What follows belongs to an exercise in optimizing a design on an open flow for small area, a short achievable clock period and few clock cycles; a production flow would make more cautious choices.
The RTL was checked by simulation tests, not by an equivalence proof against the original design.
Power figures rest on the tool's default switching activity, not on a simulated workload.

==> flow/design.v (excerpt) <==
module bce_core (
    input  wire        clk,
    input  wire        rst,           
    input  wire        start,         
    output wire        ready,         
    output wire        done,          
    output wire [1:0]  ev_kind,       
    output wire        mem_req,
    output wire        mem_we,
    output wire [11:0] mem_addr,
    output wire [15:0] mem_wdata,
    input  wire        mem_gnt,
    input  wire [15:0] mem_rdata,     
    input  wire        io_inpr_we,    
    input  wire [7:0]  io_inpr,
    input  wire        io_fgi_set,    
    input  wire        io_fgo_set,    
    output wire [15:0] ac,
    output wire [11:0] pc,
    output wire        e,
    output wire        carry,
    output wire        stop,
    output wire        ien,
    output wire        fgi,
    output wire        fgo,
    output wire [7:0]  outr
);
Settings: LEC_CHECK=0, CAP_MARGIN=20, CORE_MARGIN=2, CORE_UTILIZATION=40, SETUP_SLACK_MARGIN=1.2, SLEW_MARGIN=20; clock period 5.0 ns.
standard.sh (not shown) runs the stock make flow with config.mk's settings and CLKGATE_MAP_FILE= SYNTH_SCRIPT=/design/flow/synth_recipe.tcl, a recipe that flattens the netlist after the stock synthesis.
==> flow/flow/run.sh <==
#!/bin/bash
# Standard ORFS layout, but the port buffers are a fast buffer cell instead of
# the slow delay cell buffer_ports picks by default.
set -euo pipefail
export BUFFER_PORTS_ARGS="-buffer_cell sky130_fd_sc_hd__buf_2"
bash standard.sh > standard_flow.log 2>&1
The baseline passed the timing, DRC and antenna checks.
Testbench counts at the start, summed over its fixed seeds: cycles 135,199.
==> next run, changes <==
- SETUP_SLACK_MARGIN: 1.2 -> unset
Global-route usage goes down by 1.9 points.
Wire length goes down by 8.9%.
Clock skew goes down by 0.0036 ns.
Area after synthesis is unchanged.
Flip-flop and latch count stays the same.
Non-clock buffer count goes down by 65.
Count of clock-buffer cells in the layout does not change.
Hold slack gets worse by 0.011 ns.
Total power goes down by 8.9%.
Maximum frequency goes down by 13%.


bce_core, a different RTL version from the one above (not shown whole).
Size in the first run: about 73 flip-flops, ~110 I/O pins, about 9100 µm² of cells after synthesis.
==> flow/design.v (excerpt) <==
module bce_core (
    input  wire        clk,
    input  wire        rst,           
    input  wire        start,         
    output wire        ready,         
    output wire        done,          
    output wire [1:0]  ev_kind,       
    output wire        mem_req,
    output wire        mem_we,
    output wire [11:0] mem_addr,
    output wire [15:0] mem_wdata,
    input  wire        mem_gnt,
    input  wire [15:0] mem_rdata,     
    input  wire        io_inpr_we,    
    input  wire [7:0]  io_inpr,
    input  wire        io_fgi_set,    
    input  wire        io_fgo_set,    
    output wire [15:0] ac,
    output wire [11:0] pc,
    output wire        e,
    output wire        carry,
    output wire        stop,
    output wire        ien,
    output wire        fgi,
    output wire        fgo,
    output wire [7:0]  outr
);
export LEC_CHECK = 0
export CAP_MARGIN = 20
export CORE_MARGIN = 2
export CORE_UTILIZATION = 40
export SLEW_MARGIN = 20
create_clock -name core_clock -period 5.0 [get_ports {clk}]
Scripts as last shown in full above: flow/flow/run.sh
The starting point finished with timing, DRC and antenna clean.
Testbench counts at the start, summed over its fixed seeds: cycles 135,199.
Then changed:
==> flow/run.sh (new file) <==
#!/bin/bash
# synth_recipe.tcl (not shown) runs the flow's synth.tcl, then flattens the netlist and writes it again
# the make line also repeats each setting of config.mk as NAME=value (left out here)
make -C /OpenROAD-flow-scripts/flow DESIGN_CONFIG=/design/flow/config.mk WORK_HOME=/design/flow/orfs CLKGATE_MAP_FILE= SYNTH_SCRIPT=/design/flow/synth_recipe.tcl finish
removed: flow/flow/run.sh
removed: flow/standard.sh
After rerunning: Wire length is lower by 1.7%. Critical path depth is unchanged. Power is higher by 12%. Sequential power barely changes. Die area stays the same. Clock-buffer cell count does not change. Area after synthesis is unchanged. Via count is higher by 1.1%. Cell count is higher by 2.4%.


red:
Another version of the RTL of bce_core (not shown whole).
Size: ~880 cells after synthesis, roughly 72 flip-flops, ~110 I/O pins, about 6600 um^2 of cells after synthesis.
==> flow/config.mk <==
export PLATFORM = sky130hd
export DESIGN_NAME = bce_core
export DESIGN_NICKNAME = bce_core
export VERILOG_FILES = /design/flow/design.v
export SDC_FILE = /design/flow/constraint.sdc
export NUM_CORES = 4
export LEC_CHECK = 0
export CAP_MARGIN = 20
export CORE_MARGIN = 2
export CORE_UTILIZATION = 40
export CTS_BUF_LIST = sky130_fd_sc_hd__clkbuf_8
export SETUP_SLACK_MARGIN = 1.0
export SLEW_MARGIN = 20
==> flow/constraint.sdc <==
create_clock -name core_clock -period 5.0 [get_ports {clk}]
set_input_delay 1.0000 -clock core_clock [delete_from_list [all_inputs] [get_ports {clk}]]
set_output_delay 1.0000 -clock core_clock [all_outputs]
set_load 0.01 [all_outputs]
==> flow/flow/run.sh <==
#!/bin/bash
# Layout flow: the standard ORFS flow (standard.sh, run whole) with two changes:
#  1. the port buffers are sky130_fd_sc_hd__buf_2 instead of the slow delay cell
#     that buffer_ports picks by default (every port still gets its buffer);
#  2. ABC maps the logic with the mapping steps of ORFS's speed script only
#     (flow/abc_speed.script: no ABC buffering or sizing against its 5 ps target;
#     OpenROAD's repair sizes the gates in the layout).
# Registers, their names and cell types are those of the standard synthesis.
set -euo pipefail
here=$(pwd)
rm -rf "$here/scripts_x"
cp -r "$FLOW_HOME/scripts" "$here/scripts_x"
cp "$here/flow/abc_speed.script" "$here/scripts_x/abc_speed.script"
export SCRIPTS_DIR="$here/scripts_x"
export BUFFER_PORTS_ARGS="-buffer_cell sky130_fd_sc_hd__buf_2"
bash standard.sh > standard_flow.log 2>&1
==> flow/flow/abc_speed.script <==
&get -n
&st
&dch
&nf
&st
&syn2
&if -g -K 6
&synch2
&nf
&put
topo
Testbench counts of red, summed over its fixed seeds: cycles 135,199.
Modified inputs, blue compared to red
Settings: SETUP_SLACK_MARGIN now 1.15, was 1.0.
red → blue: sequential share of layout area dropped 0.38 points, register-to-register slack climbed 0.20 ns, largest clock skew in the final design barely changed, number of buffers inserted to repair setup after CTS climbed 3. red → blue: fmax picked up an extra about 3.6%, minimum clock period after layout lost 0.14 ns, via total after detailed routing neither gained nor lost much. The routed wire length of blue exceeds that of red by about 0.7%. Sort blue and red by met2 routing resource usage after global routing asc -> top: red.

==> static timing again, ports no longer ideal <==
The flow's constraints put no driver on any port. The routed layouts listed below were extracted and timed again, unchanged, in two steps.
Step 1: set_driving_cell puts a clkbuf_16 on clk and a buf_2 on each other input, an assumption about the parent block.
Step 2 also shifts input and output timing later by t, the mid clock arrival at the registers, as if the neighbouring blocks saw the same clock.
a / b / c = ideal ports / drivers / drivers and shift; a / b = the first two.
run | t, ns | setup slack, ns | hold slack, ns | worst data-port slew with drivers (ns) | pins driven straight from the clock port
the first run of note 1 | 0.401 | 1.110 / 1.061 / 1.061 | 0.484 / 0.484 / 0.484 | 0.08 | 1
the second run of note 1 | 0.402 | 0.521 / 0.497 / 0.497 | 0.473 / 0.473 / 0.473 | 0.03 | 1
the first run of note 2 | 0.402 | 0.611 / 0.588 / 0.588 | 0.450 / 0.450 / 0.450 | 0.06 | 1
the second run of note 2 | 0.399 | 0.162 / 0.136 / 0.136 | 0.454 / 0.454 / 0.454 | 0.03 | 1
red | 0.428 | 1.037 / 1.009 / 0.922 | 0.478 / 0.478 / 0.478 | 0.04 | 1
blue | 0.425 | 1.174 / 1.154 / 0.989 | 0.477 / 0.477 / 0.477 | 0.04 | 1
After both steps every run listed still meets setup and hold. For blue, which loses most, drivers alone change the setup slack by -0.020 ns; drivers and shift together by -0.185 ns.
